What follows belongs to an exercise in optimizing a design on an open flow for small area, a short achievable clock period and few clock cycles; a production flow would make more cautious choices.

==> inputs of trial 38 <==
Design sbtp_framer, start of the top module:
module sbtp_framer (
    input  wire       clk,
    input  wire       rst,
    input  wire       tx_in_valid,
    output wire       tx_in_ready,
    input  wire [7:0] tx_in_data,
    input  wire       tx_in_last,
    input  wire       tx_in_empty,
    output wire       tx_out_valid,
    input  wire       tx_out_ready,
    input  wire       tx_out_err,
    output wire [7:0] tx_out_data,
    output wire       tx_done,
    output wire [1:0] tx_status,
    input  wire       rx_in_valid,
    output wire       rx_in_ready,
    input  wire [7:0] rx_in_data,
    input  wire       rx_in_err,
    output wire       rx_res_valid,
    output wire [1:0] rx_res_status,
    output wire [7:0] rx_res_len,
    output wire       rx_out_valid,
    input  wire       rx_out_ready,
    output wire [7:0] rx_out_data,
    output wire       rx_out_last
);
==> flow/config.mk <==
export PLATFORM = sky130hd
export DESIGN_NAME = sbtp_framer
export DESIGN_NICKNAME = sbtp_framer
export VERILOG_FILES = /design/flow/design.v
export SDC_FILE = /design/flow/constraint.sdc
export NUM_CORES = 4
export LEC_CHECK = 0
export CAP_MARGIN = 20
export CORE_MARGIN = 2
export CORE_UTILIZATION = 40
export CTS_CLUSTER_DIAMETER = 80
export CTS_CLUSTER_SIZE = 30
export PLACE_DENSITY = 0.6
export SETUP_SLACK_MARGIN = 5.0
export SLEW_MARGIN = 20
==> flow/constraint.sdc <==
create_clock -name core_clock -period 8.0 [get_ports {clk}]
set_input_delay 1.6000 -clock core_clock [delete_from_list [all_inputs] [get_ports {clk}]]
set_output_delay 1.6000 -clock core_clock [all_outputs]
set_load 0.01 [all_outputs]
run.sh (not shown) runs the stock make flow with config.mk's settings and CLKGATE_MAP_FILE= SYNTH_SCRIPT=/design/flow/synth_recipe.tcl, a recipe that flattens the netlist after the stock synthesis.
==> inputs of build 52, as changes to trial 38 <==
--- a/flow/design.v
+++ b/flow/design.v
@@ -14,12 +14,13 @@
     wire [7:0] s8 = s7[7] ? ({s7[6:0], 1'b0} ^ 8'hD5) : {s7[6:0], 1'b0};
     assign crc_out = s8;
 endmodule
 module sbtp_tx (
     input  wire       clk,
     input  wire       rst,
+    input  wire [7:0] wph,           
     input  wire       in_valid,
     output reg        in_ready,
     input  wire [7:0] in_data,
     input  wire       in_last,
     input  wire       in_empty,
     output reg        out_valid,
@@ -64,13 +65,12 @@
                 sd <= in_data; sl <= in_last; se <= in_empty; sc <= in_ctrl; sv <= 1'b1;
                 in_ready <= 1'b0;
             end
         end
     end
     localparam PB = 4;               
-    reg  [7:0] wph;
     reg  [8:0] wr9;                  
     reg  [8:0] rd9;                  
     reg  [8:0] cur_start9;           
     reg  [7:0] wdist;                
     wire       wen;
     reg  [4:0] tap;
@@ -119,13 +119,12 @@
     wire [7:0] wdist_next = w_rew ? (wph + 8'd1 - cur_start9[7:0]) :
                             w_we  ? wdist : (wdist + 8'd1);
     assign pop = w_pop;
     assign wen = w_we;
     always @(posedge clk) begin
         if (rst) begin
-            wph <= 8'd0;
             wr9 <= 9'd0;
             wdist <= 8'd0;
             palign <= 1'b1;
             cur_start9 <= 9'd0;
             elen <= 8'd0;
             e254 <= 1'b0;
@@ -133,13 +132,12 @@
             afree <= 1'b1;
             q_space <= 1'b1;
             in_frame <= 1'b0;
             drain <= 1'b0;
             q_wp <= 0;
         end else begin
-            wph <= wph + 8'd1;
             afree <= (arc < 9'd255);
             q_space <= (q_used < (1 << QB) - 1);
             if (w_rew) wr9 <= cur_start9;
             else if (w_we) wr9 <= wr9 + 9'd1;
             wdist <= wdist_next;
             palign <= (wdist_next[PB-1:0] == 0);
@@ -331,12 +329,13 @@
         end
     end
 endmodule
 module sbtp_rx (
     input  wire       clk,
     input  wire       rst,
+    input  wire [7:0] wph,           
     input  wire       in_valid,
     output reg        in_ready,
     input  wire [7:0] in_data,
     input  wire       in_err,
     output reg        res_valid,
     output reg  [1:0] res_status,
@@ -345,13 +344,18 @@
     input  wire       out_ready,
     output reg  [7:0] out_data,
     output reg        out_last
 );
     localparam [1:0] ST_OK = 2'd0, ST_FMT = 2'd1, ST_CRC = 2'd2, ST_TERR = 2'd3;
     localparam QB = 2;               
-    localparam R_HUNT = 0, R_LEN = 1, R_DATA = 2, R_ESC = 3, R_CRC = 4, R_END = 5;
+    localparam [2:0] R_HUNT = 3'd0,
+                     R_LEN  = 3'd1,
+                     R_DATA = 3'd2,
+                     R_ESC  = 3'd3,
+                     R_CRC  = 3'd4,
+                     R_END  = 3'd5;
     reg       hv, sv;
     reg [7:0] hd, sd;
     reg       he, se;
     reg [2:0] hf, sf;                
     wire      in_fire = in_valid && in_ready;
     wire [2:0] in_f   = {in_data == 8'hAA, in_data == 8'h5A, in_data == 8'h55};
@@ -379,13 +383,12 @@
             end else if (in_fire) begin
                 sd <= in_data; se <= in_err; sf <= in_f; sv <= 1'b1;
                 in_ready <= 1'b0;
             end
         end
     end
-    reg  [7:0] wph;
     reg  [8:0] wr9;
     reg  [8:0] rd9;
     reg  [8:0] cur_start9;
     localparam PB = 5;               
     reg  [7:0] wdist;                
     wire       wen;
@@ -401,40 +404,39 @@
     reg  [8:0] q_start [0:(1<<QB)-1];
     reg  [7:0] q_len   [0:(1<<QB)-1];
     reg  [QB:0] q_wp, q_rp;
     wire [QB:0] q_used  = q_wp - q_rp;
     wire        q_space = !q_used[QB];
     wire        r_avail = (q_rp != q_wp);
-    reg  [5:0] ps;
+    reg  [2:0] pst;
     reg  [7:0] rcnt;
     reg  [7:0] flen;
     reg  [7:0] plen;
     reg  [7:0] crc;
     reg        r1;                   
     reg        cmatch;               
     reg        pnz;                  
-    wire       counted  = ps[R_DATA] || ps[R_ESC];
+    reg        counted;              
     wire       h_esc    = hf[1];
-    wire [7:0] app_byte = ps[R_ESC] ? (hd ^ 8'h42) : hd;
+    wire [7:0] app_byte = (pst == R_ESC) ? (hd ^ 8'h42) : hd;
     wire [7:0] crc_next;
     sbtp_crc8_step u_crc (.crc_in(crc), .data(app_byte), .crc_out(crc_next));
-    wire       p_take = hv && (he || (counted ? can_adv : (!ps[R_END] || q_space)));
+    wire       p_take = hv && (he || (counted ? can_adv : ((pst != R_END) || q_space)));
     wire       p_wr   = hv && !he && counted && can_adv;
     assign pop = p_take;
     assign wen = p_wr;
-    wire       q_push = p_take && !he && ps[R_END] && hf[2] && cmatch && pnz;
+    wire       q_push = p_take && !he && (pst == R_END) && hf[2] && cmatch && pnz;
     wire       w_adv  = counted ? p_wr : can_adv;
-    wire [8:0] wr9_inc  = wr9 + 9'd1;
-    wire [8:0] wr9_next = w_adv ? wr9_inc : wr9;
+    wire [8:0] wr9_next = wr9 + (w_adv ? 9'd1 : 9'd0);
     always @(posedge clk) begin
         if (rst) begin
-            ps <= 6'd1 << R_HUNT;
-            wph <= 8'd0;
+            pst <= R_HUNT;
             wr9 <= 9'd0;
             wdist <= 8'd0;
             palign <= 1'b1;
+            counted <= 1'b0;
             cur_start9 <= 9'd0;
             rcnt <= 8'd0;
             flen <= 8'd0;
             plen <= 8'd0;
             crc <= 8'hFF;
             r1 <= 1'b0;
@@ -443,84 +445,89 @@
             afree <= 1'b1;
             res_valid <= 1'b0;
             res_status <= ST_OK;
             res_len <= 8'd0;
             q_wp <= 0;
         end else begin
-            wph <= wph + 8'd1;
             wr9 <= wr9_next;
             afree <= (arc < 9'd255);
             if (!w_adv) wdist <= wdist + 8'd1;
             palign <= w_adv ? palign : (wdist[PB-1:0] == {PB{1'b1}});
-            if (ps[R_HUNT] || ps[R_LEN])
-                cur_start9 <= can_adv ? wr9_inc : wr9;
+            if (p_take) begin
+                if (he) counted <= 1'b0;
+                else if (pst == R_LEN) counted <= (hd != 8'd0);
+                else if (counted) counted <= !r1;
+                else counted <= 1'b0;
+            end
+            if (pst == R_HUNT || pst == R_LEN)
+                cur_start9 <= wr9_next;
             res_valid <= 1'b0;
             if (p_take && he) begin
                 res_valid  <= 1'b1;
                 res_status <= ST_TERR;
                 res_len    <= 8'd0;
-                ps        <= 6'd1 << R_HUNT;
+                pst        <= R_HUNT;
             end else if (p_take) begin
-                case (1'b1)
-                    ps[R_HUNT]: begin
-                        if (hf[0]) ps <= 6'd1 << R_LEN;
+                case (pst)
+                    R_HUNT: begin
+                        if (hf[0]) pst <= R_LEN;
                     end
-                    ps[R_LEN]: begin
+                    R_LEN: begin
                         rcnt <= hd;
                         r1   <= (hd == 8'd1);
                         flen <= hd;
                         plen <= 8'd0;
                         pnz  <= 1'b0;
                         crc  <= 8'hFF;
-                        ps   <= (hd == 8'd0) ? (6'd1 << R_CRC) : (6'd1 << R_DATA);
+                        pst  <= (hd == 8'd0) ? R_CRC : R_DATA;
                     end
-                    ps[R_DATA]: begin
+                    R_DATA: begin
                         rcnt <= rcnt - 8'd1;
                         r1   <= (rcnt == 8'd2);
                         if (h_esc) begin
                             if (r1) begin
                                 res_valid  <= 1'b1;
                                 res_status <= ST_FMT;
                                 res_len    <= 8'd0;
-                                ps        <= 6'd1 << R_HUNT;
+                                pst        <= R_HUNT;
                             end else begin
-                                ps <= 6'd1 << R_ESC;
+                                pst <= R_ESC;
                             end
                         end else begin
                             plen <= plen + 8'd1;
                             pnz  <= 1'b1;
                             crc  <= crc_next;
-                            ps   <= r1 ? (6'd1 << R_CRC) : (6'd1 << R_DATA);
+                            pst  <= r1 ? R_CRC : R_DATA;
                         end
                     end
-                    ps[R_ESC]: begin
+                    R_ESC: begin
                         rcnt <= rcnt - 8'd1;
                         r1   <= (rcnt == 8'd2);
                         plen <= plen + 8'd1;
                         pnz  <= 1'b1;
                         crc  <= crc_next;
-                        ps   <= r1 ? (6'd1 << R_CRC) : (6'd1 << R_DATA);
+                        pst  <= r1 ? R_CRC : R_DATA;
                     end
-                    ps[R_CRC]: begin
+                    R_CRC: begin
                         cmatch <= ((~crc) == hd);
-                        ps  <= 6'd1 << R_END;
+                        pst  <= R_END;
                     end
-                    ps[R_END]: begin
+                    R_END: begin
                         res_valid <= 1'b1;
                         res_len   <= 8'd0;
-                        ps       <= 6'd1 << R_HUNT;
+                        pst       <= R_HUNT;
                         if (!hf[2]) begin
                             res_status <= ST_FMT;
                         end else if (!cmatch) begin
                             res_status <= ST_CRC;
                         end else begin
                             res_status <= ST_OK;
                             res_len    <= plen;
                         end
                     end
-                    default: ps <= 6'd1 << R_HUNT;
+                    default: pst <= R_HUNT;
                 endcase
             end
             if (q_push) begin
                 q_start[q_wp[QB-1:0]] <= cur_start9;
                 q_len[q_wp[QB-1:0]]   <= flen;
                 q_wp <= q_wp + 1'b1;
@@ -581,12 +588,14 @@
             end
         end
     end
     always @(posedge clk) begin
         if (rst) begin
             out_valid <= 1'b0;
+            out_data  <= 8'h00;
+            out_last  <= 1'b0;
         end else if (o_free) begin
             out_valid <= u_v && !u_pref;
             out_data  <= uesc ? (u_d ^ 8'h42) : u_d;
             out_last  <= u_l;
         end
     end
@@ -614,15 +623,21 @@
     output wire [7:0] rx_res_len,
     output wire       rx_out_valid,
     input  wire       rx_out_ready,
     output wire [7:0] rx_out_data,
     output wire       rx_out_last
 );
+    reg  [7:0] wph;
+    always @(posedge clk) begin
+        if (rst) wph <= 8'd0;
+        else     wph <= wph + 8'd1;
+    end
     sbtp_tx u_tx (
         .clk       (clk),
         .rst       (rst),
+        .wph       (wph),
         .in_valid  (tx_in_valid),
         .in_ready  (tx_in_ready),
         .in_data   (tx_in_data),
         .in_last   (tx_in_last),
         .in_empty  (tx_in_empty),
         .out_valid (tx_out_valid),
@@ -632,12 +647,13 @@
         .done      (tx_done),
         .status    (tx_status)
     );
     sbtp_rx u_rx (
         .clk        (clk),
         .rst        (rst),
+        .wph        (wph),
         .in_valid   (rx_in_valid),
         .in_ready   (rx_in_ready),
         .in_data    (rx_in_data),
         .in_err     (rx_in_err),
         .res_valid  (rx_res_valid),
         .res_status (rx_res_status),
Settings changed: CORE_UTILIZATION 40 to 45, CTS_CLUSTER_SIZE 30 to 32, PLACE_DENSITY 0.6 to 0.65.
==> inputs of build 19, as changes to trial 38 <==
--- a/flow/design.v
+++ b/flow/design.v
@@ -69,21 +69,21 @@
     localparam PB = 4;               
     reg  [7:0] wph;
     reg  [8:0] wr9;                  
     reg  [8:0] rd9;                  
     reg  [8:0] cur_start9;           
     reg  [7:0] wdist;                
+    reg  [7:0] cdist;                
     wire       wen;
     reg  [4:0] tap;
     wire [7:0] tap_data;
     sbtp_ring #(.PB(PB)) u_ring (.clk(clk), .we(wen), .wdata(hd), .wport(wdist[7:PB]),
                                  .tap(tap), .rdata(tap_data));
     wire [8:0] arc     = wr9 - rd9;
     reg        afree;
-    reg        palign;               
-    wire       can_adv = palign && afree;
+    wire       can_adv = (wdist[PB-1:0] == 0) && afree;
     reg  [7:0] q_len   [0:(1<<QB)-1];    
     reg        q_ovf   [0:(1<<QB)-1];
     reg  [QB:0] q_wp, q_sp;          
     wire [QB:0] q_used  = q_wp - q_sp;
     reg         q_space;
     wire        s_avail = (q_sp != q_wp);
@@ -113,49 +113,55 @@
             end else if (can_adv && (in_frame || q_space)) begin
                 w_we = 1'b1; w_pop = 1'b1;
                 w_push = hl;
             end
         end
     end
-    wire [7:0] wdist_next = w_rew ? (wph + 8'd1 - cur_start9[7:0]) :
-                            w_we  ? wdist : (wdist + 8'd1);
     assign pop = w_pop;
     assign wen = w_we;
     always @(posedge clk) begin
         if (rst) begin
             wph <= 8'd0;
             wr9 <= 9'd0;
             wdist <= 8'd0;
-            palign <= 1'b1;
             cur_start9 <= 9'd0;
+            cdist <= 8'd0;
             elen <= 8'd0;
             e254 <= 1'b0;
             e255 <= 1'b0;
             afree <= 1'b1;
             q_space <= 1'b1;
             in_frame <= 1'b0;
             drain <= 1'b0;
             q_wp <= 0;
         end else begin
             wph <= wph + 8'd1;
+            cdist <= cdist + 8'd1;
             afree <= (arc < 9'd255);
             q_space <= (q_used < (1 << QB) - 1);
-            if (w_rew) wr9 <= cur_start9;
-            else if (w_we) wr9 <= wr9 + 9'd1;
-            wdist <= wdist_next;
-            palign <= (wdist_next[PB-1:0] == 0);
+            if (w_rew) begin
+                wr9 <= cur_start9;
+                wdist <= cdist + 8'd1;
+            end else if (w_we) begin
+                wr9 <= wr9 + 9'd1;
+            end else begin
+                wdist <= wdist + 8'd1;
+            end
             if (hv) begin
                 if (drain) begin
                     if (hl) drain <= 1'b0;
                 end else if (he) begin
                 end else if (h_ovf) begin
                     in_frame <= 1'b0; elen <= 8'd0;
                     e254 <= 1'b0; e255 <= 1'b0;
                     drain <= !hl;
                 end else if (w_we) begin
-                    if (!in_frame) cur_start9 <= wr9;
+                    if (!in_frame) begin
+                        cur_start9 <= wr9;
+                        cdist <= wdist + 8'd1;
+                    end
                     in_frame <= !hl;
                     elen <= hl ? 8'd0 : elen_inc;
                     e254 <= !hl && (elen_inc == 8'd254);
                     e255 <= !hl && (elen_inc == 8'd255);
                 end
             end
@@ -345,13 +351,18 @@
     input  wire       out_ready,
     output reg  [7:0] out_data,
     output reg        out_last
 );
     localparam [1:0] ST_OK = 2'd0, ST_FMT = 2'd1, ST_CRC = 2'd2, ST_TERR = 2'd3;
     localparam QB = 2;               
-    localparam R_HUNT = 0, R_LEN = 1, R_DATA = 2, R_ESC = 3, R_CRC = 4, R_END = 5;
+    localparam [2:0] R_HUNT = 3'd0,
+                     R_LEN  = 3'd1,
+                     R_DATA = 3'd2,
+                     R_ESC  = 3'd3,
+                     R_CRC  = 3'd4,
+                     R_END  = 3'd5;
     reg       hv, sv;
     reg [7:0] hd, sd;
     reg       he, se;
     reg [2:0] hf, sf;                
     wire      in_fire = in_valid && in_ready;
     wire [2:0] in_f   = {in_data == 8'hAA, in_data == 8'h5A, in_data == 8'h55};
@@ -383,58 +394,55 @@
         end
     end
     reg  [7:0] wph;
     reg  [8:0] wr9;
     reg  [8:0] rd9;
     reg  [8:0] cur_start9;
-    localparam PB = 5;               
+    localparam PB = 4;               
     reg  [7:0] wdist;                
     wire       wen;
     localparam TB = 4;               
     reg  [7-TB:0] tap;
     wire [7:0] tap_data;
     sbtp_ring #(.PB(PB), .TB(TB)) u_ring (.clk(clk), .we(wen), .wdata(hd), .wport(wdist[7:PB]),
                                  .tap(tap), .rdata(tap_data));
     wire [8:0] arc     = wr9 - rd9;
     reg        afree;
-    reg        palign;               
-    wire       can_adv = palign && afree;
+    wire       can_adv = (wdist[PB-1:0] == 0) && afree;
     reg  [8:0] q_start [0:(1<<QB)-1];
     reg  [7:0] q_len   [0:(1<<QB)-1];
     reg  [QB:0] q_wp, q_rp;
     wire [QB:0] q_used  = q_wp - q_rp;
     wire        q_space = !q_used[QB];
     wire        r_avail = (q_rp != q_wp);
-    reg  [5:0] ps;
+    reg  [2:0] pst;
     reg  [7:0] rcnt;
     reg  [7:0] flen;
     reg  [7:0] plen;
     reg  [7:0] crc;
     reg        r1;                   
     reg        cmatch;               
     reg        pnz;                  
-    wire       counted  = ps[R_DATA] || ps[R_ESC];
+    wire       counted  = (pst == R_DATA) || (pst == R_ESC);
     wire       h_esc    = hf[1];
-    wire [7:0] app_byte = ps[R_ESC] ? (hd ^ 8'h42) : hd;
+    wire [7:0] app_byte = (pst == R_ESC) ? (hd ^ 8'h42) : hd;
     wire [7:0] crc_next;
     sbtp_crc8_step u_crc (.crc_in(crc), .data(app_byte), .crc_out(crc_next));
-    wire       p_take = hv && (he || (counted ? can_adv : (!ps[R_END] || q_space)));
+    wire       p_take = hv && (he || (counted ? can_adv : ((pst != R_END) || q_space)));
     wire       p_wr   = hv && !he && counted && can_adv;
     assign pop = p_take;
     assign wen = p_wr;
-    wire       q_push = p_take && !he && ps[R_END] && hf[2] && cmatch && pnz;
+    wire       q_push = p_take && !he && (pst == R_END) && hf[2] && cmatch && pnz;
     wire       w_adv  = counted ? p_wr : can_adv;
-    wire [8:0] wr9_inc  = wr9 + 9'd1;
-    wire [8:0] wr9_next = w_adv ? wr9_inc : wr9;
+    wire [8:0] wr9_next = wr9 + (w_adv ? 9'd1 : 9'd0);
     always @(posedge clk) begin
         if (rst) begin
-            ps <= 6'd1 << R_HUNT;
+            pst <= R_HUNT;
             wph <= 8'd0;
             wr9 <= 9'd0;
             wdist <= 8'd0;
-            palign <= 1'b1;
             cur_start9 <= 9'd0;
             rcnt <= 8'd0;
             flen <= 8'd0;
             plen <= 8'd0;
             crc <= 8'hFF;
             r1 <= 1'b0;
@@ -447,80 +455,79 @@
             q_wp <= 0;
         end else begin
             wph <= wph + 8'd1;
             wr9 <= wr9_next;
             afree <= (arc < 9'd255);
             if (!w_adv) wdist <= wdist + 8'd1;
-            palign <= w_adv ? palign : (wdist[PB-1:0] == {PB{1'b1}});
-            if (ps[R_HUNT] || ps[R_LEN])
-                cur_start9 <= can_adv ? wr9_inc : wr9;
+            if (pst == R_HUNT || pst == R_LEN)
+                cur_start9 <= wr9_next;
             res_valid <= 1'b0;
             if (p_take && he) begin
                 res_valid  <= 1'b1;
                 res_status <= ST_TERR;
                 res_len    <= 8'd0;
-                ps        <= 6'd1 << R_HUNT;
+                pst        <= R_HUNT;
             end else if (p_take) begin
-                case (1'b1)
-                    ps[R_HUNT]: begin
-                        if (hf[0]) ps <= 6'd1 << R_LEN;
+                case (pst)
+                    R_HUNT: begin
+                        if (hf[0]) pst <= R_LEN;
                     end
-                    ps[R_LEN]: begin
+                    R_LEN: begin
                         rcnt <= hd;
                         r1   <= (hd == 8'd1);
                         flen <= hd;
                         plen <= 8'd0;
                         pnz  <= 1'b0;
                         crc  <= 8'hFF;
-                        ps   <= (hd == 8'd0) ? (6'd1 << R_CRC) : (6'd1 << R_DATA);
+                        pst  <= (hd == 8'd0) ? R_CRC : R_DATA;
                     end
-                    ps[R_DATA]: begin
+                    R_DATA: begin
                         rcnt <= rcnt - 8'd1;
                         r1   <= (rcnt == 8'd2);
                         if (h_esc) begin
                             if (r1) begin
                                 res_valid  <= 1'b1;
                                 res_status <= ST_FMT;
                                 res_len    <= 8'd0;
-                                ps        <= 6'd1 << R_HUNT;
+                                pst        <= R_HUNT;
                             end else begin
-                                ps <= 6'd1 << R_ESC;
+                                pst <= R_ESC;
                             end
                         end else begin
                             plen <= plen + 8'd1;
                             pnz  <= 1'b1;
                             crc  <= crc_next;
-                            ps   <= r1 ? (6'd1 << R_CRC) : (6'd1 << R_DATA);
+                            pst  <= r1 ? R_CRC : R_DATA;
                         end
                     end
-                    ps[R_ESC]: begin
+                    R_ESC: begin
                         rcnt <= rcnt - 8'd1;
                         r1   <= (rcnt == 8'd2);
                         plen <= plen + 8'd1;
                         pnz  <= 1'b1;
                         crc  <= crc_next;
-                        ps   <= r1 ? (6'd1 << R_CRC) : (6'd1 << R_DATA);
+                        pst  <= r1 ? R_CRC : R_DATA;
                     end
-                    ps[R_CRC]: begin
+                    R_CRC: begin
                         cmatch <= ((~crc) == hd);
-                        ps  <= 6'd1 << R_END;
+                        pst  <= R_END;
                     end
-                    ps[R_END]: begin
+                    R_END: begin
                         res_valid <= 1'b1;
                         res_len   <= 8'd0;
-                        ps       <= 6'd1 << R_HUNT;
+                        pst       <= R_HUNT;
                         if (!hf[2]) begin
                             res_status <= ST_FMT;
                         end else if (!cmatch) begin
                             res_status <= ST_CRC;
                         end else begin
                             res_status <= ST_OK;
                             res_len    <= plen;
                         end
                     end
-                    default: ps <= 6'd1 << R_HUNT;
+                    default: pst <= R_HUNT;
                 endcase
             end
             if (q_push) begin
                 q_start[q_wp[QB-1:0]] <= cur_start9;
                 q_len[q_wp[QB-1:0]]   <= flen;
                 q_wp <= q_wp + 1'b1;
@@ -530,15 +537,17 @@
     reg        ractive;
     reg  [7:0] rstage;
     reg  [7:0] rrem;
     reg        rr1;                  
     reg        u_v, u_l, u_5a, uesc;
     reg  [7:0] u_d;
-    wire       o_free  = !out_valid || out_ready;
+    reg        ov_sk;                
     wire       u_pref  = !uesc && u_5a;
-    wire       u_move  = u_v && (u_pref || o_free);
+    wire       u_push  = u_v && !u_pref && !ov_sk;
+    wire       u_move  = u_v && (u_pref || !ov_sk);
+    wire [7:0] u_byte  = uesc ? (u_d ^ 8'h42) : u_d;
     wire       at_tap  = (rstage[TB-1:0] == 0);
     wire       r_take  = ractive && at_tap && (!u_v || u_move);
     wire       r_fin   = r_take && rr1;
     wire       r_load  = r_avail && (!ractive || r_fin);
     wire [QB-1:0] rpi  = q_rp[QB-1:0];
     always @(*) tap = rstage[7:TB];
@@ -578,19 +587,32 @@
                 rstage <= rstage + 8'd1;
             end else begin
                 rd9 <= cur_start9;
             end
         end
     end
+    reg  [7:0] sk_d;
+    reg        sk_l;
+    wire       o_fire = out_valid && out_ready;
     always @(posedge clk) begin
         if (rst) begin
             out_valid <= 1'b0;
-        end else if (o_free) begin
-            out_valid <= u_v && !u_pref;
-            out_data  <= uesc ? (u_d ^ 8'h42) : u_d;
-            out_last  <= u_l;
+            ov_sk <= 1'b0;
+        end else begin
+            if (!out_valid || o_fire) begin
+                if (ov_sk) begin
+                    out_data <= sk_d; out_last <= sk_l; out_valid <= 1'b1;
+                    ov_sk <= 1'b0;
+                end else if (u_push) begin
+                    out_data <= u_byte; out_last <= u_l; out_valid <= 1'b1;
+                end else begin
+                    out_valid <= 1'b0;
+                end
+            end else if (u_push) begin
+                sk_d <= u_byte; sk_l <= u_l; ov_sk <= 1'b1;
+            end
         end
     end
 endmodule
 module sbtp_framer (
     input  wire       clk,
     input  wire       rst,
==> summary of the runs <==
Sequential share of layout area, highest first: build 52, trial 38, build 19. The highest global-route usage belongs to build 52, the lowest to trial 38. Non-clock buffer count, lowest first: build 19, build 52, trial 38. The highest first-iteration DRC count belongs to trial 38, the lowest to build 19.
No run of this note included a check of the RTL's function; only the layout flow was run.

re-timing with driven ports:
How much do the figures lean on ideal ports? The routed layouts below were timed once more, with nothing changed but the port constraints. Step 1 (the two cells are an assumption about what drives the block):
set clk [get_ports {clk}]
set_driving_cell -lib_cell sky130_fd_sc_hd__clkbuf_16 $clk
set_driving_cell -lib_cell sky130_fd_sc_hd__buf_2 [delete_from_list [all_inputs] $clk]
Step 2 moves the port delays by t, midway between the first and last clock arrival at a register: inputs arrive t later, outputs are due t later. That takes back most of the time a late clock gives input paths. Slacks: ideal ports / drivers / drivers and shift; pairs: ideal ports / drivers.
run | t (ns) | setup slack, ns | worst hold slack (ns) | pins driven straight from the clock port
trial 38 | 0.930 | 5.015 / 4.933 / 4.214 | 0.294 / 0.294 / 0.294 | 1
build 52 | 0.923 | 5.003 / 4.960 / 4.181 | 0.303 / 0.303 / 0.303 | 1
build 19 | 0.948 | 4.814 / 4.724 / 4.224 | 0.303 / 0.303 / 0.303 | 1
After both steps every run listed still meets setup and hold. For build 52, which loses most, drivers alone change the setup slack by -0.043 ns; drivers and shift together by -0.822 ns.
